Source: an optimization exercise on an open RTL-to-GDS flow (aim: a short achievable clock period and few clock cycles per item). Production flows keep margins and buffers that such runs may drop. Where RTL was checked, it was by simulation tests only, not by an equivalence proof against the original. Function not checked in runs 1 and 2: the RTL went through the layout flow alone. The clock cells of runs 1 and 2 come from the design's own scripts or RTL, not from TritonCTS. The clock port is modelled as an ideal driver, which makes a skipped or thinned clock tree look cheaper than it is; a real chip needs a root buffer or a tree. Power figures rest on the tool's default switching activity, not on a simulated workload.

==> design/flow/design.v <==
module flashcart (
    input  wire        clk,
    input  wire        rst,           
    input  wire        req_valid,
    output wire        req_ready,
    input  wire        req_ev,        
    input  wire [2:0]  req_code,      
    input  wire [1:0]  req_win,       
    input  wire        req_we,        
    input  wire [12:0] req_off,
    input  wire [7:0]  req_data,
    input  wire        cfg_fj,        
    input  wire        cfg_bj,
    input  wire        cfg_cp,
    output reg         rsp_valid,
    output reg  [7:0]  rsp_data,
    output reg         rsp_ok,        
    output reg         rsp_fwd,       
    output reg         rsp_map,       
    output reg  [1:0]  rsp_ge,
    output reg  [3:0]  rsp_bank,
    output reg  [3:0]  rsp_flags,     
    output reg         rsp_bsel,      
    output reg         rsp_cpchg,     
    output reg         fl_en,
    output reg         fl_we,
    output reg  [16:0] fl_addr,
    output reg  [7:0]  fl_wdata,
    input  wire [7:0]  fl_rdata,
    output reg         ram_en,
    output reg         ram_we,
    output reg  [14:0] ram_addr,
    output reg  [7:0]  ram_wdata,
    input  wire [7:0]  ram_rdata
);
    localparam RD = 0, U1 = 1, U2 = 2, AS = 3, PG = 4, PE = 5, ES = 6,
               EU1 = 7, EU2 = 8;
    reg        ready_r;
    assign req_ready = ready_r;
    reg        q_v, q_ev, q_we;
    reg [2:0]  q_code;
    reg [1:0]  q_win;
    reg [12:0] q_off;
    reg [7:0]  q_data;
    reg        q_fj, q_bj, q_cp;
    reg        a_v;
    reg        a_we;
    reg [7:0]  a_data;
    reg        a_fj, a_bj, a_cp;
    reg [12:0] a_off13;       
    reg        a_rom;         
    reg        a_roml;        
    reg        a_io2;         
    reg        a_io1o;        
    reg        a_io1cp;       
    reg        a_regrd;       
    reg        a_r0w, a_r1w;  
    reg        a_attach, a_reset, a_frz, a_fb, a_fa, a_det;
    reg        a_u1AA, a_u1d90, a_u1dA0, a_u1d80, a_u1d10, a_u2d55;
    reg        a_dF0, a_d30;
    reg        a_le2;         
    reg [7:0]  a_ident;
    reg        att, fj, bj, cp_dev;
    reg        active;
    reg [3:0]  bank;
    reg        allow_bank, no_freeze, reu_mapping;
    reg        write_once_locked, clockport_enabled, export_ram;
    reg [8:0]  fst;
    reg [7:0]  fpd;
    reg        ftoggle;
    reg [3:0]  fbank;         
    reg        bk_u1, bk_u2;  
    reg        s_reg;         
    reg        s_io1, s_io2;  
    reg        eng_en;        
    reg        ff;            
    reg        r1w_ok;        
    reg        stl;           
    reg        pg1, pg2;      
    reg [16:0] pg_addr;
    reg [7:0]  pg_d;
    reg        ers;           
    reg [16:0] er_addr;
    reg        er_chip;
    wire g = a_v && !stl;
    wire eng    = a_io1cp && eng_en;
    wire m_io1  = a_io1o && !eng && s_io1;
    wire m_sel  = m_io1 || (a_io2 && s_io2);
    wire macc   = g && (m_sel || (a_rom && att));
    wire mrd    = macc && !a_we;
    wire mwr    = g && a_we && (m_sel || (a_roml && att));
    wire ram_wr = mwr && export_ram;
    wire fstore = mwr && ff;
    wire regrd  = g && a_regrd && s_reg;
    wire r0w    = g && a_r0w && s_reg;
    wire r1wf   = g && a_r1w && s_reg && fj;
    wire r1wn   = g && a_r1w && s_reg && !fj && !write_once_locked;
    wire bw     = g && s_reg && (a_r0w || (a_r1w && r1w_ok));
    wire r1w    = g && s_reg && a_r1w && r1w_ok;
    wire ev_attach = g && a_attach && !att;
    wire ev_reset  = g && a_reset && att;
    wire ev_freeze = g && att && !fj && (a_frz || (a_fb && !no_freeze));
    wire ev_fa     = g && a_fa;
    wire ev_detach = g && a_det;
    wire ev_init   = ev_attach || ev_reset;
    wire u1AA  = a_u1AA && bk_u1;
    wire u2d55 = a_u2d55 && bk_u2;
    wire [8:0] f_next;
    assign f_next[U1]  = (fst[RD] || fst[AS]) && u1AA;
    assign f_next[U2]  = fst[U1] && u2d55;
    assign f_next[AS]  = (fst[U2] && a_u1d90 && bk_u1) ||
                         (fst[AS] && !u1AA && !a_dF0);
    assign f_next[PG]  = fst[U2] && a_u1dA0 && bk_u1;
    assign f_next[PE]  = fst[PE] && !a_dF0;
    assign f_next[ES]  = fst[U2] && a_u1d80 && bk_u1;
    assign f_next[EU1] = fst[ES] && u1AA;
    assign f_next[EU2] = fst[EU1] && u2d55;
    assign f_next[RD]  = ~|f_next[EU2:U1];
    wire f_chip    = a_u1d10 && bk_u1;
    wire pgm_start = fstore && fst[PG];
    wire er_start  = fstore && fst[EU2] && (f_chip || a_d30);
    wire pg_ok   = (fl_rdata & pg_d) == pg_d;
    wire er_last = (er_addr[13:0] == 14'h3FFF) &&
                   (!er_chip || er_addr[16:14] == 3'b111);
    wire [2:0] v_bank = {a_data[7], a_data[4], a_data[3]};
    wire n_att = ev_attach ? 1'b1 : ev_detach ? 1'b0 : att;
    wire n_fj  = ev_attach ? a_fj : fj;
    wire n_bj  = ev_attach ? a_bj : bj;
    wire n_cp  = ev_attach ? a_cp : cp_dev;
    wire n_active = (ev_init || ev_freeze) ? 1'b1 :
                    (r0w && a_data[2]) ? 1'b0 : active;
    wire [3:0] n_bank = ev_attach ? 4'd0 :
                        bw ? {r1wf && bj && !a_data[5], v_bank} : bank;
    wire n_ab  = ev_attach ? 1'b0 : r1w ? a_data[1] : allow_bank;
    wire n_nf  = ev_attach ? 1'b0 : r1w ? a_data[2] : no_freeze;
    wire n_reu = ev_attach ? 1'b0 : r1wf ? 1'b0 : r1wn ? a_data[6] : reu_mapping;
    wire n_wol = ev_init ? 1'b0 : r1wn ? 1'b1 : write_once_locked;
    wire n_cpe = ev_attach ? 1'b0 : r1wn ? a_data[0] : clockport_enabled;
    wire n_xr  = ev_init ? 1'b0 : ev_freeze ? 1'b1 : r0w ? a_data[5] : export_ram;
    wire [8:0] n_fst = ev_init ? 9'd1 :
                       pg2 ? (pg_ok ? 9'd1 : (9'd1 << PE)) :
                       (fstore && !fst[PG]) ? f_next :
                       fst;
    wire n_stl = pgm_start || pg1 || er_start || (ers && !er_last);
    reg        c_v, c_attach, c_reset, c_freeze, c_fa, c_r0w, c_r1wf, c_r1wn;
    reg        c_regrd, c_fwd, c_mrd, c_xr, c_ident, c_status, c_rom;
    reg [3:0]  c_bank;
    reg [7:0]  c_statusb, c_data, c_ident_d;
    reg        c_fj, c_bj, c_cpe, c_nf, c_att, c_fpd7, c_ftog, c_afj;
    reg        r2_v, r2_srcf, r2_srcr, r2_ok, r2_fwd, r2_map, r2_bsel, r2_cpchg;
    reg [7:0]  r2_d;
    reg [1:0]  r2_ge;
    reg [3:0]  r2_bank, r2_flags;
    wire [2:0] c_vb = {c_data[7], c_data[4], c_data[3]};
    wire       c_fl = c_mrd && !c_xr;
    always @(posedge clk) begin
        if (ready_r) begin
            q_ev   <= req_ev;
            q_we   <= req_we;
            q_code <= req_code;
            q_win  <= req_win;
            q_off  <= req_off;
            q_data <= req_data;
            q_fj   <= cfg_fj;
            q_bj   <= cfg_bj;
            q_cp   <= cfg_cp;
        end
        if (!stl) begin
            a_we     <= q_we;
            a_data   <= q_data;
            a_fj     <= q_fj;
            a_bj     <= q_bj;
            a_cp     <= q_cp;
            a_off13  <= q_win[1] ? q_off : {4'hF, q_win[0], q_off[7:0]};
            a_rom    <= !q_ev && q_win[1];
            a_roml   <= !q_ev && (q_win == 2'd2);
            a_io2    <= !q_ev && (q_win == 2'd1);
            a_io1o   <= !q_ev && (q_win == 2'd0) && (q_off[7:1] != 7'd0);
            a_io1cp  <= !q_ev && (q_win == 2'd0) && (q_off[7:4] == 4'd0) &&
                        (q_off[3:1] != 3'd0);
            a_regrd  <= !q_ev && (q_win == 2'd0) && (q_off[7:1] == 7'd0) && !q_we;
            a_r0w    <= !q_ev && (q_win == 2'd0) && (q_off[7:0] == 8'd0) && q_we;
            a_r1w    <= !q_ev && (q_win == 2'd0) && (q_off[7:0] == 8'd1) && q_we;
            a_attach <= q_ev && (q_code == 3'd0);
            a_reset  <= q_ev && (q_code == 3'd1);
            a_frz    <= q_ev && (q_code == 3'd2);
            a_fb     <= q_ev && (q_code == 3'd3);
            a_fa     <= q_ev && (q_code == 3'd4);
            a_det    <= q_ev && (q_code == 3'd5);
            a_u1AA   <= q_win[1] && (q_off == 13'h1555) && (q_data == 8'hAA);
            a_u1d90  <= q_win[1] && (q_off == 13'h1555) && (q_data == 8'h90);
            a_u1dA0  <= q_win[1] && (q_off == 13'h1555) && (q_data == 8'hA0);
            a_u1d80  <= q_win[1] && (q_off == 13'h1555) && (q_data == 8'h80);
            a_u1d10  <= q_win[1] && (q_off == 13'h1555) && (q_data == 8'h10);
            a_u2d55  <= q_win[1] && (q_off == 13'h0AAA) && (q_data == 8'h55);
            a_dF0    <= (q_data == 8'hF0);
            a_d30    <= (q_data == 8'h30);
            a_le2    <= (q_off[7:2] == 6'd0) && !(q_off[1] && q_off[0]);
            a_ident  <= (q_off[1:0] == 2'd0) ? 8'h01 :
                        (q_off[1:0] == 2'd1) ? 8'h20 : 8'h00;
        end
        att               <= n_att;
        fj                <= n_fj;
        bj                <= n_bj;
        cp_dev            <= n_cp;
        active            <= n_active;
        bank              <= n_bank;
        allow_bank        <= n_ab;
        no_freeze         <= n_nf;
        reu_mapping       <= n_reu;
        write_once_locked <= n_wol;
        clockport_enabled <= n_cpe;
        export_ram        <= n_xr;
        fst               <= n_fst;
        fbank             <= {n_bank[3] ^ ~n_bj, n_bank[2:0]};
        bk_u1             <= (n_bank[1:0] == 2'b10);
        bk_u2             <= (n_bank[1:0] == 2'b01);
        s_reg             <= n_att && n_active;
        s_io1             <= n_att && n_active && n_reu;
        s_io2             <= n_att && n_active && !n_reu;
        eng_en            <= n_att && n_cpe && n_cp;
        ff                <= n_fj && !n_xr;
        r1w_ok            <= n_fj || !n_wol;
        if (ev_init) begin
            ftoggle <= 1'b0;
            fpd     <= 8'd0;
        end else if (pg2 && !pg_ok) begin
            ftoggle <= 1'b0;
            fpd     <= pg_d;
        end else if (mrd && !export_ram && fst[PE]) begin
            ftoggle <= ~ftoggle;
        end
        stl     <= n_stl;
        ready_r <= !n_stl;
        pg1     <= pgm_start;
        pg2     <= pg1;
        pg_addr <= fl_addr;
        pg_d    <= ram_wdata;
        if (ers) begin
            er_addr <= er_addr + 17'd1;
        end else begin
            er_addr <= {f_chip ? 3'd0 : fbank[3:1], 14'd0};
            er_chip <= f_chip;
        end
        ers <= er_start || (ers && !er_last);
        if (ready_r)
            q_v <= req_valid;
        if (!stl)
            a_v <= q_v;
        fl_en     <= g || pg2 || ers;
        fl_we     <= pg2 || ers;
        fl_addr   <= pg2 ? pg_addr : ers ? er_addr : {fbank, a_off13};
        fl_wdata  <= pg2 ? (fl_rdata & pg_d) : 8'hFF;
        ram_en    <= g;
        ram_we    <= ram_wr;
        ram_addr  <= {(a_rom || allow_bank) ? bank[1:0] : 2'b00, a_off13};
        ram_wdata <= a_data;
        c_v       <= (g && !pgm_start && !er_start) || pg1 || (ers && er_last);
        c_attach  <= ev_attach;
        c_reset   <= ev_reset;
        c_freeze  <= ev_freeze;
        c_fa      <= ev_fa;
        c_r0w     <= r0w;
        c_r1wf    <= r1wf;
        c_r1wn    <= r1wn;
        c_regrd   <= regrd;
        c_fwd     <= g && eng;
        c_mrd     <= mrd;
        c_xr      <= export_ram;
        c_ident   <= fst[AS] && a_le2;
        c_status  <= fst[PE];
        c_rom     <= a_rom;
        c_bank    <= bank;
        c_statusb <= {bank[2], reu_mapping, bank[3], bank[1:0], 1'b0, allow_bank, fj};
        c_data    <= a_data;
        c_ident_d <= a_ident;
        c_fj      <= fj;
        c_bj      <= bj;
        c_cpe     <= clockport_enabled;
        c_nf      <= no_freeze;
        c_att     <= att;
        c_fpd7    <= fpd[7];
        c_ftog    <= ftoggle;
        c_afj     <= a_fj;
        r2_v     <= c_v;
        r2_map   <= c_attach || c_reset || c_freeze || c_r0w;
        r2_ge    <= c_attach ? (c_afj ? 2'b10 : 2'b00) :
                    c_reset  ? (c_fj ? 2'b10 : 2'b00) :
                    c_freeze ? 2'b11 :
                    ((c_fj && c_data[0]) ? 2'b00 : c_data[1:0]);
        r2_bank  <= (c_attach || c_freeze) ? 4'd0 :
                    c_reset ? c_bank :
                    {c_r1wf && c_bj && !c_data[5], c_vb};
        r2_flags <= (c_attach || c_reset) ? 4'b0010 :
                    c_freeze ? 4'b1010 :
                    {c_data[5], c_data[6], 2'b01};
        r2_bsel  <= c_r1wf;
        r2_cpchg <= c_r1wn && (c_cpe != c_data[0]);
        r2_fwd   <= c_fwd;
        r2_ok    <= c_regrd || (c_mrd && !c_rom);
        r2_d     <= c_fa ? {7'd0, !c_att || !c_nf} :
                    c_regrd ? c_statusb :
                    (c_fl && c_ident) ? c_ident_d :
                    (c_fl && c_status) ? {~c_fpd7, c_ftog, 1'b1, 5'd0} :
                    8'h00;
        r2_srcf  <= c_fl && !c_ident && !c_status;
        r2_srcr  <= c_mrd && c_xr;
        rsp_valid <= r2_v;
        rsp_data  <= r2_srcf ? fl_rdata : r2_srcr ? ram_rdata : r2_d;
        rsp_ok    <= r2_ok;
        rsp_fwd   <= r2_fwd;
        rsp_map   <= r2_map;
        rsp_ge    <= r2_ge;
        rsp_bank  <= r2_bank;
        rsp_flags <= r2_flags;
        rsp_bsel  <= r2_bsel;
        rsp_cpchg <= r2_cpchg;
        if (rst) begin
            ready_r           <= 1'b1;
            q_v               <= 1'b0;
            a_v               <= 1'b0;
            stl               <= 1'b0;
            pg1               <= 1'b0;
            pg2               <= 1'b0;
            ers               <= 1'b0;
            fl_en             <= 1'b0;
            fl_we             <= 1'b0;
            ram_en            <= 1'b0;
            ram_we            <= 1'b0;
            c_v               <= 1'b0;
            r2_v              <= 1'b0;
            rsp_valid         <= 1'b0;
            att               <= 1'b0;
            fj                <= 1'b0;
            bj                <= 1'b0;
            cp_dev            <= 1'b0;
            active            <= 1'b0;
            bank              <= 4'd0;
            allow_bank        <= 1'b0;
            no_freeze         <= 1'b0;
            reu_mapping       <= 1'b0;
            write_once_locked <= 1'b0;
            clockport_enabled <= 1'b0;
            export_ram        <= 1'b0;
            fst               <= 9'd1;
            fpd               <= 8'd0;
            ftoggle           <= 1'b0;
            fbank             <= 4'd8;
            bk_u1             <= 1'b0;
            bk_u2             <= 1'b0;
            s_reg             <= 1'b0;
            s_io1             <= 1'b0;
            s_io2             <= 1'b0;
            eng_en            <= 1'b0;
            ff                <= 1'b0;
            r1w_ok            <= 1'b1;
        end
    end
endmodule
==> design/flow/flow/run.sh <==
#!/bin/bash
# The standard layout, except that the clock tree is built by flow/cts_pre.tcl
# (a two-level tree of clkbuf_16) instead of TritonCTS's three-level one.
set -euo pipefail
here=$(pwd)
export PRE_CTS_TCL=$here/flow/cts_pre.tcl
bash standard.sh finish > $here/flow_standard.log 2>&1
==> design/flow/flow/cts_pre.tcl <==
# Sourced by ORFS's cts.tcl before clock_tree_synthesis (PRE_CTS_TCL): build a
# shallow clock tree by hand (the clock port drives 4 root buffers, each root
# drives 4 leaf buffers, each leaf a compact cluster of registers), and make
# the clock_tree_synthesis call that follows only switch to propagated clocks.
source [file join [file dirname [info script]] mantree.tcl]
mt_build clk 4 4 sky130_fd_sc_hd__clkbuf_16
rename clock_tree_synthesis orfs_clock_tree_synthesis
proc clock_tree_synthesis {args} {
  set_propagated_clock [all_clocks]
}
==> design/flow/flow/mantree.tcl <==
# Manual clock tree: the clock port drives N1 root buffers (one per region of
# the registers); with N2 > 1 each root buffer drives N2 leaf buffers, each
# feeding a compact cluster of registers.
proc mt_bisect {items n} {
  # items: list of {x y name}; split into n groups (n a power of 2) by
  # alternately halving along the longer spread
  if {$n <= 1 || [llength $items] <= 1} { return [list $items] }
  set xs [lmap i $items {lindex $i 0}]
  set ys [lmap i $items {lindex $i 1}]
  set dx [expr {[tcl::mathfunc::max {*}$xs] - [tcl::mathfunc::min {*}$xs]}]
  set dy [expr {[tcl::mathfunc::max {*}$ys] - [tcl::mathfunc::min {*}$ys]}]
  set k [expr {$dx >= $dy ? 0 : 1}]
  set s [lsort -real -index $k $items]
  set h [expr {[llength $s] / 2}]
  set a [lrange $s 0 [expr {$h - 1}]]
  set b [lrange $s $h end]
  return [concat [mt_bisect $a [expr {$n / 2}]] [mt_bisect $b [expr {$n / 2}]]]
}
proc mt_centroid {items} {
  set sx 0; set sy 0
  foreach i $items { set sx [expr {$sx + [lindex $i 0]}]; set sy [expr {$sy + [lindex $i 1]}] }
  set n [llength $items]
  return [list [expr {int($sx / $n)}] [expr {int($sy / $n)}]]
}
proc mt_place {name xy} {
  set inst [[ord::get_db_block] findInst $name]
  $inst setLocation [lindex $xy 0] [lindex $xy 1]
  $inst setPlacementStatus PLACED
}
proc mt_buf {name master innet} {
  # a buffer driven by innet, driving a new net; returns that net
  set block [ord::get_db_block]
  set inst [odb::dbInst_create $block $master $name]
  set net [odb::dbNet_create $block ${name}_net]
  $net setSigType CLOCK
  [$inst findITerm A] connect $innet
  [$inst findITerm X] connect $net
  return $net
}
proc mt_move {items net} {
  foreach i $items {
    set it [lindex $i 2]
    $it disconnect
    $it connect $net
  }
}
proc mt_build {clkport n1 n2 bufcell} {
  set block [ord::get_db_block]
  set master [[ord::get_db] findMaster $bufcell]
  set clknet [$block findNet $clkport]
  set items {}
  foreach it [$clknet getITerms] {
    set inst [$it getInst]
    set loc [$inst getLocation]
    lappend items [list [lindex $loc 0] [lindex $loc 1] $it]
  }
  set r 0
  foreach grp [mt_bisect $items $n1] {
    set rb "ctsroot_$r"
    set rnet [mt_buf $rb $master $clknet]
    mt_place $rb [mt_centroid $grp]
    if {$n2 <= 1} {
      mt_move $grp $rnet
    } else {
      set l 0
      foreach sub [mt_bisect $grp $n2] {
        set lb "ctsleaf_${r}_$l"
        set lnet [mt_buf $lb $master $rnet]
        mt_place $lb [mt_centroid $sub]
        mt_move $sub $lnet
        incr l
      }
    }
    incr r
  }
}
==> design/flow/standard.sh <==
#!/bin/bash
# synth_recipe.tcl (not shown) runs the flow's synth.tcl, then flattens the netlist and writes it again
# the make line also repeats each setting of config.mk as NAME=value (left out here)
make -C /OpenROAD-flow-scripts/flow DESIGN_CONFIG=/design/flow/config.mk WORK_HOME=/design/flow/orfs CLKGATE_MAP_FILE= SYNTH_SCRIPT=/design/flow/synth_recipe.tcl "${@:-finish}"
==> design/flow/config.mk <==
export PLATFORM = sky130hd
export DESIGN_NAME = flashcart
export DESIGN_NICKNAME = flashcart
export VERILOG_FILES = /design/flow/design.v
export SDC_FILE = /design/flow/constraint.sdc
export NUM_CORES = 4
export LEC_CHECK = 0
export ABC_CLOCK_PERIOD_IN_PS = 1000
export CAP_MARGIN = 20
export CORE_MARGIN = 2
export CORE_UTILIZATION = 40
export SETUP_SLACK_MARGIN = 3.6
export SLEW_MARGIN = 20
==> design/flow/constraint.sdc <==
create_clock -name core_clock -period 5.0 [get_ports {clk}]
set_input_delay 1.0000 -clock core_clock [delete_from_list [all_inputs] [get_ports {clk}]]
set_output_delay 1.0000 -clock core_clock [all_outputs]
set_load 0.01 [all_outputs]
==> reports/results.env, run 1 <==
CLKTRANSATPATHREGS_NS=0.08
SYNTH_TOP_FAMILY_BY_AREA='simple AND/OR/NAND/NOR gates'
SYNTH_AREA_LEADERS='dfxtp_1, edfxtp_1, mux2i_1, nand2_1, nor2_1'
ROUTEDWLPERCELL_UM=17.3
SYNTH_ASYNC_SR_FLOP_SHARE_PCT=0
ROUTE.LAYER.MET1.WL_UM=10000
YOSYS_WARNINGS=1
DETAIL_ROUTE.ITER0.VIOLATIONS=469
POSTSYNTHCELLCOUNT=767
CTS_HOLD_BUFFERS_ADDED=0
TOP_REGS='er_addr (17), fl_addr (17), pg_addr (17)'
CRIT_PATH_START_KIND='register'
SYNTH_CELL_TYPES=55
BOUNDARYPINS=127
FINAL_ANTENNA_VIOLATING_NET_COUNT=0
CRITICALPATHCATEGORY='register to register'
SYNTH-COMPOUND-AREA-SHARE_PCT=5.83
FIRST_GLOBAL_VIAS=6080
DIEWIDTH_UM=158
END_KIND='register'
CLOCK.FMAX_MHz=477
MET3ROUTEDLENGTH_UM=1360
FINALCOREUTILIZATION_PCT=56.6
GRT_REMAINING_OVERFLOW=0
YOSYS_MOST_USED_DFF='dfxtp_1'
GRT_FIRST_PASS_WIRELENGTH_UM=33600
DRT_FIRST_PASS_ITERS=4
PLACEMENT.CELL_AREA_UM2=11300
POST-LAYOUT-TOTAL-POWER_mW=4.17
TIMING.FINAL.CRIT_SHARE_PCT=41.9
DPL.CELL_COUNT=1193
WORST_HOLD_PATH_TYPE='register to register'
SYNTH.YOSYS.SEQ_AREA_SHARE_PCT=71.8
R2R_SETUP_SLACK_NS=2.90
FINAL.FILL_COUNT=1911
FINAL_NETS=1046
CELLLEAKAGEPOWER_nW=5.12
YS_FF_LATCH=298
FINAL-MAX-SLEW-VIOLATION-COUNT=0
MET2_LENGTH_UM=10500
XOR_AND_XNOR_AREA_SHARE_AFTER_SYNTHESIS_PCT=1.57
SEQ_AREA_UM2=6890
WORSTREG2REGSTART='q_off[1]'
DIE_AREA_UM2=24900
HOLD_WS_NS=0.328
END_OF_THE_WORST_REGISTER_TO_REGISTER_PATH='a_u1d80'
GRT_MAX_DEGREE=45
TOTALNEGATIVESETUPSLACK_NS=0
POST_ROUTE_STANDARD_CELL_AREA_EXCLUDING_FILLERS_UM2=13200
GLOBAL_ROUTE.USAGE.TOTAL_PCT=17.2
MUXSHAREOFSYNTHAREA_PCT=4.03
START_UTIL_PCT=40.5
POST_ROUTE_CELLS_DRIVE_ABOVE_1_SHARE_PCT=38.3
SYNTH_AREA_UM2=9460
DRCVIOLATIONCOUNT=0
IR_WORST_VDD_mV=0.198
TOTAL_WIRE_LENGTH_UM=22700
WORSTSKEWPAIRLATENCY_NS=0.30
HOLDCRITSTARTPOINT='r2_cpchg'
CAP_VIOLATIONS=0
DIEHEIGHT_UM=158
MAX_SLEW.WORST_PIN.SLEW_NS=0.559
FINALSETUPVIOLCOUNT=0
TIMING.FINAL.HOLD_VIOLATIONS=0
FINALCLOCKSKEW_NS=0.0108
WORST_CASE_HOLD_PATH_END_POINT='rsp_cpchg'
WORST-R2R-CELL-COUNT=5
FINAL_CELL_COUNT_NO_FILL=1312
YOSYSTOPAREACELLSHARE_PCT=45.7
TOP_SIGNAL_LAYER_USED='met4'
PRECTSSETUPSLACK_NS=2.44
TIMING.CRITICAL_PATH.FANOUT_MAX=3
SYNTH_SIMPLE_GATE_AREA_SHARE_PCT=15.0
NUM_VIAS=6368
FIN_CRIT_NS=2.10
SYNTH_TOP_CELL_BY_AREA='dfxtp_1'
SYNTH_ADDER_AREA_SHARE_PCT=0.132
OUTCOME='no timing/DRC/antenna violations'
TIMING.SLEW.HEADROOM_PCT=62.7
MULTI_INPUT_AREA_UM2=3220
CORE_REGION_AREA_UM2=23300
GPL.FINAL_WEIGHTED_CONGESTION=0.835
WORSTPATHREQUIRED_NS=5.13
PORT_BUFFERS=126
POST_DRT_VIA_CELL_RATIO=4.85
AREA_ADDED_BETWEEN_SYNTHESIS_AND_FINISH_PCT=39.7
SYNTH_ENABLE_FLOP_CELLS=82
PLACEMENT_ROWS=56
INITIAL_ANTENNA_VIOLATION_COUNT=0
DP.FINAL_HPWL_UM=14400
SYNTH_NET_COUNT=818
TIMING.CRITICAL_PATH.ARRIVAL_NS=2.23
MIN_PATH_CELLS=0
RSZ0062_AT_GRT='yes'
SYNTH.AVG_CELL_AREA_UM2=12.3
POWERDENSITY_nW_PER_UM2=316
ANTENNADIODECOUNT=0
FIN_WS_NS=2.90
[per-layer routing]
metal / vias to the layer above / track usage, %
met5: - / 0
met1: 2986 / 23.7
met4: 0 / 4.59
li1: 3114 / -
met3: 58 / 2.22
met2: 210 / 28.8
[worst max-delay path by stage]
stage / startpoint / end / slack, ns
2_1_floorplan: q_off[3] / a_u1d80 / 3.01
6_report: q_off[1] / a_u1d80 / 2.90
5_1_grt: q_off[1] / a_u1d80 / 2.84
3_5_place_dp: ready_r / req_ready / 2.44
4_1_cts: q_off[1] / a_u1d80 / 2.92
3_3_place_gp: ready_r / req_ready / 2.46
[synthesized netlist by cell type, types with 3 or more instances]
| master | count |
|---|---|
| a21o_1 | 4 |
| nand2b_1 | 18 |
| xnor2_1 | 9 |
| a21oi_1 | 24 |
| xor2_1 | 8 |
| inv_1 | 19 |
| nor3_1 | 21 |
| dfxtp_1 | 216 |
| nand2_1 | 80 |
| nand3_1 | 18 |
| nand4_1 | 13 |
| and2_1 | 12 |
| o21a_1 | 4 |
| clkbuf_1 | 18 |
| nor4_1 | 6 |
| edfxtp_1 | 82 |
| or4b_2 | 3 |
| nor3b_1 | 3 |
| nor2b_1 | 14 |
| a31oi_1 | 5 |
| nand4b_1 | 3 |
| and3_1 | 4 |
| mux2i_1 | 37 |
| nor4b_1 | 5 |
| nor2_1 | 64 |
| or3_1 | 3 |
| nand3b_1 | 3 |
| o2111ai_1 | 3 |
| o21ai_0 | 34 |
[report_power, final]
part | switching [mW] | internal, mW | total, mW
Clock | 0.695 | 0.715 | 1.41
Combinational | 0.0718 | 0.109 | 0.181
Sequential | 0.0490 | 2.53 | 2.58
[cells in the final DEF (no fill, tap or decap), types with 9 or more instances in the layout]
master / instances
nand2_2: 12
a21oi_1: 11
inv_1: 18
nand4_1: 13
o21ai_1: 11
nand3_1: 14
clkdlybuf4s50_1: 31
nand2b_1: 10
nor2_1: 54
nand2_1: 64
and2_1: 11
nor3_1: 12
buf_6: 77
dfxtp_1: 155
dfxtp_4: 9
a21oi_2: 12
dfxtp_2: 52
o21ai_0: 21
edfxtp_1: 82
buf_2: 32
nor2b_1: 11
clkbuf_16: 20
mux2i_1: 31
buf_4: 65
[cell families after synthesis]
group,after synthesis
and+or+nand+nor,280
AOI/OAI and AO/OA,91
muxes,38
DFF,298
xor gates and xnor gates,17
buffers and inverters,42
adders and majority gates,1
[critical path, cell delays in order, from the launching register on]
cell,delay (ns)
edfxtp_1,0.44
nor4_4,0.31
nand4b_1,0.12
or4_4,0.43
or3_4,0.37
nor4b_4,0.25
[final cells by class]
class	count	share of cell area, %
repair inverters	3	0.170
multi-input cells	427	24.3
inverters	20	0.691
repair buffers	225	15.9
flip-flops and latches	298	52.1
well taps	319	3.02
plain buffers	20	3.79
[what timing repair did]
action,4_1_cts,5_1_grt
endpoints found under the setup margin,214,188
pin swaps,50,48
cloned,3,2
resized for setup,501,112
buffers inserted,70,24
==> run 2: changes to the inputs <==
--- a/design/flow/config.mk
+++ b/design/flow/config.mk
@@ -6,5 +6,5 @@
 export NUM_CORES = 4
 export LEC_CHECK = 0
-export ABC_CLOCK_PERIOD_IN_PS = 1000
+export ABC_CLOCK_PERIOD_IN_PS = 100
 export CAP_MARGIN = 20
 export CORE_MARGIN = 2
==> run 2 against run 1 <==
Compared with the run above: still clean on timing, DRC and antenna; core utilization unchanged; sequential power about the same; die area unchanged; critical path depth unchanged; synthesized area unchanged; synthesized cell count unchanged; final area unchanged; register-to-register slack about the same; cell count unchanged; first-iteration DRC count unchanged; largest cell class unchanged.
==> reports/results.env, run 2 <==
OUTCOME='no timing/DRC/antenna violations'
PLACEMENT_ROWS=56  # unchanged
WORSTPATHREQUIRED_NS=5.13  # about the same
PRECTSSETUPSLACK_NS=2.44  # unchanged
SYNTH_ENABLE_FLOP_CELLS=82  # unchanged
FINAL_COMMON_CELL='dfxtp_1'
RSZ0062_AT_GRT='yes'
SYNTH_MOST_COMMON_CELL='dfxtp_1'
FINAL_NETS=1046  # unchanged
FINAL_ANTENNA_VIOLATING_NET_COUNT=0  # unchanged
YOSYS_WARNINGS=1  # unchanged
POSTSYNTHCELLCOUNT=767  # unchanged
SYNTH_ASYNC_SR_FLOP_SHARE_PCT=0  # unchanged
TIMING.CRITICAL_PATH.ARRIVAL_NS=2.23  # about the same
DRCVIOLATIONCOUNT=0  # unchanged
YS_FF_LATCH=298  # unchanged
CRITICALPATHCATEGORY='register to register'
FINAL-MAX-SLEW-VIOLATION-COUNT=0  # unchanged
GRT_FIRST_PASS_WIRELENGTH_UM=33600  # unchanged
MET2_LENGTH_UM=10500  # unchanged
POWERDENSITY_nW_PER_UM2=316  # unchanged
SYNTH_TOP_CELLS_BY_COUNT='dfxtp_1, edfxtp_1, nand2_1'
DETAIL_ROUTE.ITER0.VIOLATIONS=469  # unchanged
TIMING.SLEW.HEADROOM_PCT=62.7  # unchanged
WORST_HOLD_PATH_TYPE='register to register'
FIN_CRIT_NS=2.10  # unchanged
LAYOUT_COMMON_CELLS='dfxtp_1, edfxtp_1, buf_6'
POST_DRT_VIA_CELL_RATIO=4.85  # unchanged
CLOCK.FMAX_MHz=477  # unchanged
CORE_REGION_AREA_UM2=23300  # unchanged
IR_WORST_VDD_mV=0.198  # unchanged
MAX_SLEW.WORST_PIN.SLEW_NS=0.559  # unchanged
SYNTH_NET_COUNT=818  # unchanged
SYNTH_AREA_UM2=9460  # unchanged
BOUNDARYPINS=127  # unchanged
TOTALNEGATIVESETUPSLACK_NS=0  # unchanged
FIRST_GLOBAL_VIAS=6080  # unchanged
POST_ROUTE_STANDARD_CELL_AREA_EXCLUDING_FILLERS_UM2=13200  # unchanged
TOP_SIGNAL_LAYER_USED='met4'
FINAL.FILL_COUNT=1911  # unchanged
DIEHEIGHT_UM=158  # unchanged
GPL.FINAL_WEIGHTED_CONGESTION=0.835  # unchanged
ROUTE.LAYER.MET1.WL_UM=10000  # unchanged
SYNTH_AREA_LEADERS='dfxtp_1, edfxtp_1, mux2i_1, nand2_1, nor2_1'
FIN_WS_NS=2.90  # unchanged
DIEWIDTH_UM=158  # unchanged
GRT_REMAINING_OVERFLOW=0  # unchanged
SYNTH_CELL_TYPES=55  # unchanged
AREA_ADDED_BETWEEN_SYNTHESIS_AND_FINISH_PCT=39.7  # unchanged
TIMING.FINAL.CRIT_SHARE_PCT=41.9  # unchanged
FINAL_CELL_COUNT_NO_FILL=1312  # unchanged
FINALCLOCKSKEW_NS=0.0108  # unchanged
POST_ROUTE_CELLS_DRIVE_ABOVE_1_SHARE_PCT=38.3  # unchanged
CELLLEAKAGEPOWER_nW=5.12  # unchanged
INITIAL_ANTENNA_VIOLATION_COUNT=0  # unchanged
TOTAL_WIRE_LENGTH_UM=22700  # unchanged
DRT_FIRST_PASS_ITERS=4  # unchanged
PLACEMENT.CELL_AREA_UM2=11300  # unchanged
TIMING.CRITICAL_PATH.FANOUT_MAX=3  # unchanged
WORSTSKEWPAIRLATENCY_NS=0.30  # about the same
END_KIND='register'
DP.FINAL_HPWL_UM=14400  # unchanged
CTS_HOLD_BUFFERS_ADDED=0  # unchanged
CLKTRANSATPATHREGS_NS=0.08  # about the same
FINALSETUPVIOLCOUNT=0  # unchanged
SEQ_AREA_UM2=6890  # unchanged
SYNTH_TOP_CELL_BY_AREA='dfxtp_1'
NUM_VIAS=6368  # unchanged
PORT_BUFFERS=126  # unchanged
ANTENNADIODECOUNT=0  # unchanged
DIE_AREA_UM2=24900  # unchanged
SYNTH.YOSYS.SEQ_AREA_SHARE_PCT=71.8  # unchanged
GRT_MAX_DEGREE=45  # unchanged
ROUTEDWLPERCELL_UM=17.3  # unchanged
START_UTIL_PCT=40.5  # unchanged
MET3ROUTEDLENGTH_UM=1360  # unchanged
SYNTH.AVG_CELL_AREA_UM2=12.3  # unchanged
DPL.CELL_COUNT=1193  # unchanged
TIMING.FINAL.HOLD_VIOLATIONS=0  # unchanged
YOSYS_MOST_USED_DFF='dfxtp_1'
CRIT_PATH_START_KIND='register'
TOP_REGS='er_addr (17), fl_addr (17), pg_addr (17)'
MULTI_INPUT_AREA_UM2=3220  # unchanged
GLOBAL_ROUTE.USAGE.TOTAL_PCT=17.2  # unchanged
CAP_VIOLATIONS=0  # unchanged
YOSYSTOPAREACELLSHARE_PCT=45.7  # unchanged
run 2: cell counts after synthesis:
Identical to the previous run, type by type.
run 2: cell families (layout without fill, tap and decap cells):
| group | after synthesis | in the layout | synth area share [%] |
|---|---|---|---|
| and+or+nand+nor | 280 | 280 | 15.0 |
| adders and majority gates | 1 | 1 | 0.132 |
| buffers and inverters | 42 | 268 | 1.69 |
| AOI/OAI and AO/OA | 91 | 91 | 5.83 |
| muxes | 38 | 38 | 4.03 |
| xor gates and xnor gates | 17 | 17 | 1.57 |
| DFF | 298 | 298 | 71.8 |
run 2: worst paths after layout:
| kind | start | slack (ns) | cells past startpoint | to |
|---|---|---|---|---|
| worst max register to register | q_off[1] | 2.90 | 5 | a_u1d80 |
| worst max-delay path | q_off[1] | 2.90 | 5 | a_u1d80 |
| worst min-delay path | r2_cpchg | 0.33 | 0 | rsp_cpchg |
| worst min register to register | r2_cpchg | 0.33 | 0 | rsp_cpchg |
run 2: per-layer routing:
| metal | vias to the layer above | global-route usage [%] |
|---|---|---|
| li1 | 3114 | - |
| met4 | 0 | 4.59 |
| met5 | - | 0 |
| met2 | 210 | 28.8 |
| met1 | 2986 | 23.7 |
| met3 | 58 | 2.22 |
run 2: where the power goes:
group	switching (mW)	internal, mW
clock	0.695	0.715
sequential	0.0490	2.53
combinational	0.0718	0.109
total	0.816	3.36
run 2: area by class of cell:
class                      count  area share [%]
sequential                   298            52.1
multi-input combinational    427            24.3
timing repair buffer         225            15.9
buffer                        20            3.79
tap                          319            3.02
inverter                      20           0.691
timing repair inverter         3           0.170
run 2: metrics by stage:
step	util (%)	hold WS (ns)	total power, mW
after floorplan	-	0.310	2.67
after global placement	48.4	0.311	2.78
after detailed placement	48.4	0.312	2.78
after CTS	54.0	0.329	4.20
after global routing	56.6	0.333	4.31
final	56.6	0.328	4.17
run 2: critical path, cell delays in order, from the launching register on:
cell and delay [ns]:
edfxtp_1 0.44, nor4_4 0.31, nand4b_1 0.12, or4_4 0.43, or3_4 0.37, nor4b_4 0.25
run 2: timing repair:
action                     in CTS  in global routing
setup endpoints to repair     214                188
pin swaps                      50                 48
resized for setup             501                112
buffers inserted               70                 24
hold endpoints to repair        0                  0
cloned                          3                  2
==> run 3: changes to the inputs <==
--- a/design/flow/design.v
+++ b/design/flow/design.v
@@ -38,10 +38,4 @@
     reg        ready_r;
     assign req_ready = ready_r;
-    reg        q_v, q_ev, q_we;
-    reg [2:0]  q_code;
-    reg [1:0]  q_win;
-    reg [12:0] q_off;
-    reg [7:0]  q_data;
-    reg        q_fj, q_bj, q_cp;
     reg        a_v;
     reg        a_we;
@@ -57,5 +51,5 @@
     reg        a_r0w, a_r1w;  
     reg        a_attach, a_reset, a_frz, a_fb, a_fa, a_det;
-    reg        a_u1AA, a_u1d90, a_u1dA0, a_u1d80, a_u1d10, a_u2d55;
+    reg        a_u1AA, a_u1d90, a_u1dA0, a_u1d80, a_u1d10, a_u2d55, a_u1;
     reg        a_dF0, a_d30;
     reg        a_le2;         
@@ -156,47 +150,37 @@
     always @(posedge clk) begin
         if (ready_r) begin
-            q_ev   <= req_ev;
-            q_we   <= req_we;
-            q_code <= req_code;
-            q_win  <= req_win;
-            q_off  <= req_off;
-            q_data <= req_data;
-            q_fj   <= cfg_fj;
-            q_bj   <= cfg_bj;
-            q_cp   <= cfg_cp;
-        end
-        if (!stl) begin
-            a_we     <= q_we;
-            a_data   <= q_data;
-            a_fj     <= q_fj;
-            a_bj     <= q_bj;
-            a_cp     <= q_cp;
-            a_off13  <= q_win[1] ? q_off : {4'hF, q_win[0], q_off[7:0]};
-            a_rom    <= !q_ev && q_win[1];
-            a_roml   <= !q_ev && (q_win == 2'd2);
-            a_io2    <= !q_ev && (q_win == 2'd1);
-            a_io1o   <= !q_ev && (q_win == 2'd0) && (q_off[7:1] != 7'd0);
-            a_io1cp  <= !q_ev && (q_win == 2'd0) && (q_off[7:4] == 4'd0) &&
-                        (q_off[3:1] != 3'd0);
-            a_regrd  <= !q_ev && (q_win == 2'd0) && (q_off[7:1] == 7'd0) && !q_we;
-            a_r0w    <= !q_ev && (q_win == 2'd0) && (q_off[7:0] == 8'd0) && q_we;
-            a_r1w    <= !q_ev && (q_win == 2'd0) && (q_off[7:0] == 8'd1) && q_we;
-            a_attach <= q_ev && (q_code == 3'd0);
-            a_reset  <= q_ev && (q_code == 3'd1);
-            a_frz    <= q_ev && (q_code == 3'd2);
-            a_fb     <= q_ev && (q_code == 3'd3);
-            a_fa     <= q_ev && (q_code == 3'd4);
-            a_det    <= q_ev && (q_code == 3'd5);
-            a_u1AA   <= q_win[1] && (q_off == 13'h1555) && (q_data == 8'hAA);
-            a_u1d90  <= q_win[1] && (q_off == 13'h1555) && (q_data == 8'h90);
-            a_u1dA0  <= q_win[1] && (q_off == 13'h1555) && (q_data == 8'hA0);
-            a_u1d80  <= q_win[1] && (q_off == 13'h1555) && (q_data == 8'h80);
-            a_u1d10  <= q_win[1] && (q_off == 13'h1555) && (q_data == 8'h10);
-            a_u2d55  <= q_win[1] && (q_off == 13'h0AAA) && (q_data == 8'h55);
-            a_dF0    <= (q_data == 8'hF0);
-            a_d30    <= (q_data == 8'h30);
-            a_le2    <= (q_off[7:2] == 6'd0) && !(q_off[1] && q_off[0]);
-            a_ident  <= (q_off[1:0] == 2'd0) ? 8'h01 :
-                        (q_off[1:0] == 2'd1) ? 8'h20 : 8'h00;
+            a_we     <= req_we;
+            a_data   <= req_data;
+            a_fj     <= cfg_fj;
+            a_bj     <= cfg_bj;
+            a_cp     <= cfg_cp;
+            a_off13  <= req_win[1] ? req_off : {4'hF, req_win[0], req_off[7:0]};
+            a_rom    <= !req_ev && req_win[1];
+            a_roml   <= !req_ev && (req_win == 2'd2);
+            a_io2    <= !req_ev && (req_win == 2'd1);
+            a_io1o   <= !req_ev && (req_win == 2'd0) && (req_off[7:1] != 7'd0);
+            a_io1cp  <= !req_ev && (req_win == 2'd0) && (req_off[7:4] == 4'd0) &&
+                        (req_off[3:1] != 3'd0);
+            a_regrd  <= !req_ev && (req_win == 2'd0) && (req_off[7:1] == 7'd0) && !req_we;
+            a_r0w    <= !req_ev && (req_win == 2'd0) && (req_off[7:0] == 8'd0) && req_we;
+            a_r1w    <= !req_ev && (req_win == 2'd0) && (req_off[7:0] == 8'd1) && req_we;
+            a_attach <= req_ev && (req_code == 3'd0);
+            a_reset  <= req_ev && (req_code == 3'd1);
+            a_frz    <= req_ev && (req_code == 3'd2);
+            a_fb     <= req_ev && (req_code == 3'd3);
+            a_fa     <= req_ev && (req_code == 3'd4);
+            a_det    <= req_ev && (req_code == 3'd5);
+            a_u1     <= req_win[1] && (req_off == 13'h1555);
+            a_u1AA   <= req_win[1] && (req_off == 13'h1555) && (req_data == 8'hAA);
+            a_u1d90  <= req_win[1] && (req_off == 13'h1555) && (req_data == 8'h90);
+            a_u1dA0  <= req_win[1] && (req_off == 13'h1555) && (req_data == 8'hA0);
+            a_u1d80  <= req_win[1] && (req_off == 13'h1555) && (req_data == 8'h80);
+            a_u1d10  <= req_win[1] && (req_off == 13'h1555) && (req_data == 8'h10);
+            a_u2d55  <= req_win[1] && (req_off == 13'h0AAA) && (req_data == 8'h55);
+            a_dF0    <= (req_data == 8'hF0);
+            a_d30    <= (req_data == 8'h30);
+            a_le2    <= (req_off[7:2] == 6'd0) && !(req_off[1] && req_off[0]);
+            a_ident  <= (req_off[1:0] == 2'd0) ? 8'h01 :
+                        (req_off[1:0] == 2'd1) ? 8'h20 : 8'h00;
         end
         att               <= n_att;
@@ -245,7 +229,7 @@
         ers <= er_start || (ers && !er_last);
         if (ready_r)
-            q_v <= req_valid;
-        if (!stl)
-            a_v <= q_v;
+            a_v <= req_valid;
+        else if (g)
+            a_v <= 1'b0;
         fl_en     <= g || pg2 || ers;
         fl_we     <= pg2 || ers;
@@ -318,5 +302,4 @@
         if (rst) begin
             ready_r           <= 1'b1;
-            q_v               <= 1'b0;
             a_v               <= 1'b0;
             stl               <= 1'b0;
==> design/flow/run.sh (new file) <==
#!/bin/bash
# synth_recipe.tcl (not shown) runs the flow's synth.tcl, then flattens the netlist and writes it again
# the make line also repeats each setting of config.mk as NAME=value (left out here)
make -C /OpenROAD-flow-scripts/flow DESIGN_CONFIG=/design/flow/config.mk WORK_HOME=/design/flow/orfs CLKGATE_MAP_FILE= SYNTH_SCRIPT=/design/flow/synth_recipe.tcl finish
--- a/design/flow/config.mk
+++ b/design/flow/config.mk
@@ -6,5 +6,5 @@
 export NUM_CORES = 4
 export LEC_CHECK = 0
-export ABC_CLOCK_PERIOD_IN_PS = 100
+export ABC_CLOCK_PERIOD_IN_PS = 1000
 export CAP_MARGIN = 20
 export CORE_MARGIN = 2
removed: design/flow/flow/run.sh
removed: design/flow/flow/cts_pre.tcl
removed: design/flow/flow/mantree.tcl
removed: design/flow/standard.sh
==> run 3 against run 2 <==
Compared with the run above: critical path depth decreased by 4; sequential cell count decreased by 32; clock power increased by 44%; synthesized cell count decreased by 4.2%; largest power group unchanged; worst setup slack improved by 0.099 ns; global-route usage increased by 1.8 points.
==> reports/results.env, run 3 <==
SYNTH_ENABLE_FLOP_CELLS=51  # -38%
GLOBAL_ROUTE.USAGE.TOTAL_PCT=19.0  # +1.8 points
SYNTH_CELL_TYPES=59  # +7.3%
WORST_HOLD_PATH_TYPE='register to register'
BOUNDARYPINS=127  # unchanged
DIEHEIGHT_UM=150  # -5.1%
WORSTSKEWPAIRLATENCY_NS=0.53  # +0.23 ns
GRT_FIRST_PASS_WIRELENGTH_UM=33100  # -1.3%
FIN_WS_NS=3.00  # +0.0991 ns
SYNTH_AREA_LEADERS='dfxtp_1, edfxtp_1, mux2i_1, nand2_1, nor2_1'
CELLLEAKAGEPOWER_nW=4.81  # -6.1%
OUTCOME='no timing/DRC/antenna violations'
FIN_CRIT_NS=2.00  # -0.0991 ns
GRT_MAX_DEGREE=53  # +18%
DP.FINAL_HPWL_UM=14400  # +0.27%
CRIT_PATH_START_KIND='register'
LAYOUT_COMMON_CELLS='dfxtp_1, nand2_1, buf_6'
CRITICAL_PATH_DEPTH=1  # -4
MAX_SLEW.WORST_PIN.SLEW_NS=0.645  # +0.0860 ns
MIN_PATH_CELLS=0  # unchanged
FINALSETUPVIOLCOUNT=0  # unchanged
FINAL_CELL_COUNT_NO_FILL=1242  # -5.3%
FINAL_NETS=998  # -4.6%
BUFS_AND_INVS_ON_WORST_PATH=1  # +1
POSTSYNTHCELLCOUNT=735  # -4.2%
IR_WORST_VDD_mV=0.206  # +4.0%
TIMING.FINAL.CRIT_SHARE_PCT=39.9  # -2.0 points
POST-LAYOUT-TOTAL-POWER_mW=4.49  # +7.5%
DRCVIOLATIONCOUNT=0  # unchanged
SYNTH.AVG_CELL_AREA_UM2=11.6  # -6.3%
CRIT_CHAIN='buf_6'
AREA_ADDED_BETWEEN_SYNTHESIS_AND_FINISH_PCT=44.8
END_OF_THE_WORST_REGISTER_TO_REGISTER_PATH='fst[5]'
SYNTH.YOSYS.SEQ_AREA_SHARE_PCT=68.7  # -3.1 points
DETAIL_ROUTE.ITER0.VIOLATIONS=407  # -13%
INITIAL_ANTENNA_VIOLATION_COUNT=0  # unchanged
CLOCK_TREE.HTREE_LEVEL_COUNT=1
WORSTPATHREQUIRED_NS=4.00  # -1.13 ns
TOTAL_WIRE_LENGTH_UM=22100  # -2.6%
TOTALNEGATIVESETUPSLACK_NS=0  # unchanged
TIMING.CRITICAL_PATH.ARRIVAL_NS=1.00  # -1.23 ns
POST_ROUTE_CELLS_DRIVE_ABOVE_1_SHARE_PCT=41.5  # +3.2 points
GPL.FINAL_WEIGHTED_CONGESTION=0.886  # +6.0%
DIEWIDTH_UM=150  # -5.1%
SYNTH_TOP_CELLS_BY_COUNT='dfxtp_1, nand2_1, nor2_1'
CLKTRANSATPATHREGS_NS=0.06  # -0.02 ns
CRITPATHTOPFAMILY='flip-flops'
WORSTREG2REGSTART='a_io1cp'
FINAL-MAX-SLEW-VIOLATION-COUNT=0  # unchanged
CTS_TREE='built'
TIMING.SLEW.HEADROOM_PCT=56.6  # -6.1 points
CRITICALPATHCATEGORY='register to output pin'
CTS_MADE_BUFFERS=28
YOSYSTOPAREACELLSHARE_PCT=50.7  # +4.9 points
ROUTEDWLPERCELL_UM=17.8  # +2.9%
CTS_HOLD_BUFFERS_ADDED=0  # unchanged
YOSYS_WARNINGS=1  # unchanged
CRITPATHMAXSTAGEDELAY_NS=0.36  # -0.08 ns
FINALCLOCKSKEW_NS=0.0123  # +0.00149 ns
NUM_VIAS=6214  # -2.4%
END_KIND='output pin'
POST_DRT_VIA_CELL_RATIO=5.00  # +3.1%
FIRST_GLOBAL_VIAS=6049  # -0.51%
DIE_AREA_UM2=22400  # -9.9%
R2R_SETUP_SLACK_NS=3.27  # +0.37 ns
CRIT_SLOWEST_CELL='dfxtp_4'
POST_ROUTE_STANDARD_CELL_AREA_EXCLUDING_FILLERS_UM2=12300  # -6.9%
CLOCK_SINKS=266
TIMING.CRITICAL_PATH.FANOUT_MAX=2  # -1
CLOCK.FMAX_MHz=501  # +5.0%
WORST_CASE_HOLD_PATH_END_POINT='rsp_flags[2]'
CLOCK_TREE.BUFFER_DEPTH=3
PLACEMENT.CELL_AREA_UM2=10300  # -8.8%
FINAL_COMMON_CELL='dfxtp_1'
SYNTH_NET_COUNT=786  # -3.9%
FINAL_ANTENNA_VIOLATING_NET_COUNT=0  # unchanged
WORST-R2R-CELL-COUNT=5  # unchanged
START_UTIL_PCT=40.5  # about the same
POWERDENSITY_nW_PER_UM2=365  # +15%
HOLDCRITSTARTPOINT='r2_flags[2]'
FINAL.FILL_COUNT=1722  # -9.9%
SYNTH_ASYNC_SR_FLOP_SHARE_PCT=0  # unchanged
DPL.CELL_COUNT=1118  # -6.3%
PLACEMENT_ROWS=53  # -5.4%
ANTENNADIODECOUNT=0  # unchanged
SYNTH_TOP_CELL_BY_AREA='dfxtp_1'
RSZ0062_AT_GRT='yes'
PRECTSSETUPSLACK_NS=2.08  # -0.354 ns
SYNTH_MOST_COMMON_CELL='dfxtp_1'
YS_FF_LATCH=266  # -11%
DRT_FIRST_PASS_ITERS=5  # +1
YOSYS_MOST_USED_DFF='dfxtp_1'
TOP_REGS='er_addr (17), fl_addr (17), pg_addr (17)'
GRT_REMAINING_OVERFLOW=0  # unchanged
PORT_BUFFERS=126  # unchanged
TIMING.FINAL.HOLD_VIOLATIONS=0  # unchanged
CORE_REGION_AREA_UM2=21000  # -10%
ROOT_BUFFER='clkbuf_16'
FINALCOREUTILIZATION_PCT=58.7  # +2.1 points
CAP_VIOLATIONS=0  # unchanged
SYNTH_AREA_UM2=8500  # -10%
HOLD_WS_NS=0.323  # -0.00482 ns
## run 3: repair_timing
action                     4_1_cts  5_1_grt
cloned                           1        0
setup endpoints to repair      159      131
pin swaps                       45       57
buffers inserted                53       20
resized for setup              576      126
## run 3: worst max path at each step
stage | startpoint | end | slack (ns)
after floorplan | req_off[4] | a_r1w | 2.85
after global placement | req_off[2] | a_u1dA0 | 2.14
after detailed placement | req_off[2] | a_u1dA0 | 2.08
after CTS | c_data[0] | ram_wdata[0] | 2.99
after global routing | c_data[3] | ram_wdata[3] | 2.98
final | c_data[3] | ram_wdata[3] | 3.00
## run 3: power by group
part | switching [mW] | internal [mW]
Clock | 0.811 | 1.21
Sequential | 0.0322 | 2.23
Combinational | 0.0927 | 0.107
Total | 0.936 | 3.55
## run 3: cell families (layout without fill, tap and decap cells)
group / after synthesis / in the layout / synth area share [%]
DFF: 266 / 266 / 68.7
muxes: 35 / 35 / 4.14
AOI/OAI and AO/OA: 98 / 98 / 7.05
buffers and inverters: 43 / 275 / 1.99
and+or+nand+nor: 274 / 274 / 16.1
adders and majority gates: 1 / 1 / 0.147
xor gates and xnor gates: 18 / 18 / 1.86
## run 3: area by class of cell
type / count / area [µm²] / share of cell area [%]
clock buffer: 40 / 838 / 6.81
clock inverter: 10 / 81.3 / 0.661
inverter: 21 / 90.1 / 0.732
multi-input combinational: 426 / 3220 / 26.2
sequential: 266 / 5930 / 48.2
tap: 275 / 344 / 2.80
timing repair buffer: 204 / 1800 / 14.6
## run 3: routing by layer
metal	GRT usage, %	part of all wire [%]	wire, µm
met1	26.1	45	9840
met3	2.80	5.9	1300
met4	5.80	2.4	533
met2	31.2	47	10400
met5	0	0	0
Testbench counts of run 3, summed over its fixed seeds: cycles 20,313, items 20,047.

==> afterwards: timing with drivers on the ports <==
No port has a modelled driver above. Below, the same layouts with a new extraction and two added sets of constraints.
Step 1: set_driving_cell puts a clkbuf_16 on clk and a buf_2 on each other input, an assumption about the parent block.
Step 2 also shifts input and output timing later by t, the mid clock arrival at the registers, as if the neighbouring blocks saw the same clock.
a / b / c = ideal ports / drivers / drivers and shift; a / b = the first two.
run | t, ns | setup slack, ns | worst register clock-pin slew, ns | worst data-port slew with drivers (ns) | cell pins on the clock port's net
run 1 | 0.393 | 2.905 / 2.905 / 2.905 | 0.08 / 0.08 | 0.06 | 4
run 2 | 0.393 | 2.905 / 2.905 / 2.905 | 0.08 / 0.08 | 0.06 | 4
run 3 | 0.570 | 3.004 / 2.958 / 2.615 | 0.07 / 0.07 | 0.06 | 1
After both steps every run listed still meets setup and hold. The setup slack of run 3, which loses most, moves by -0.046 ns with the drivers and by -0.389 ns with both steps.
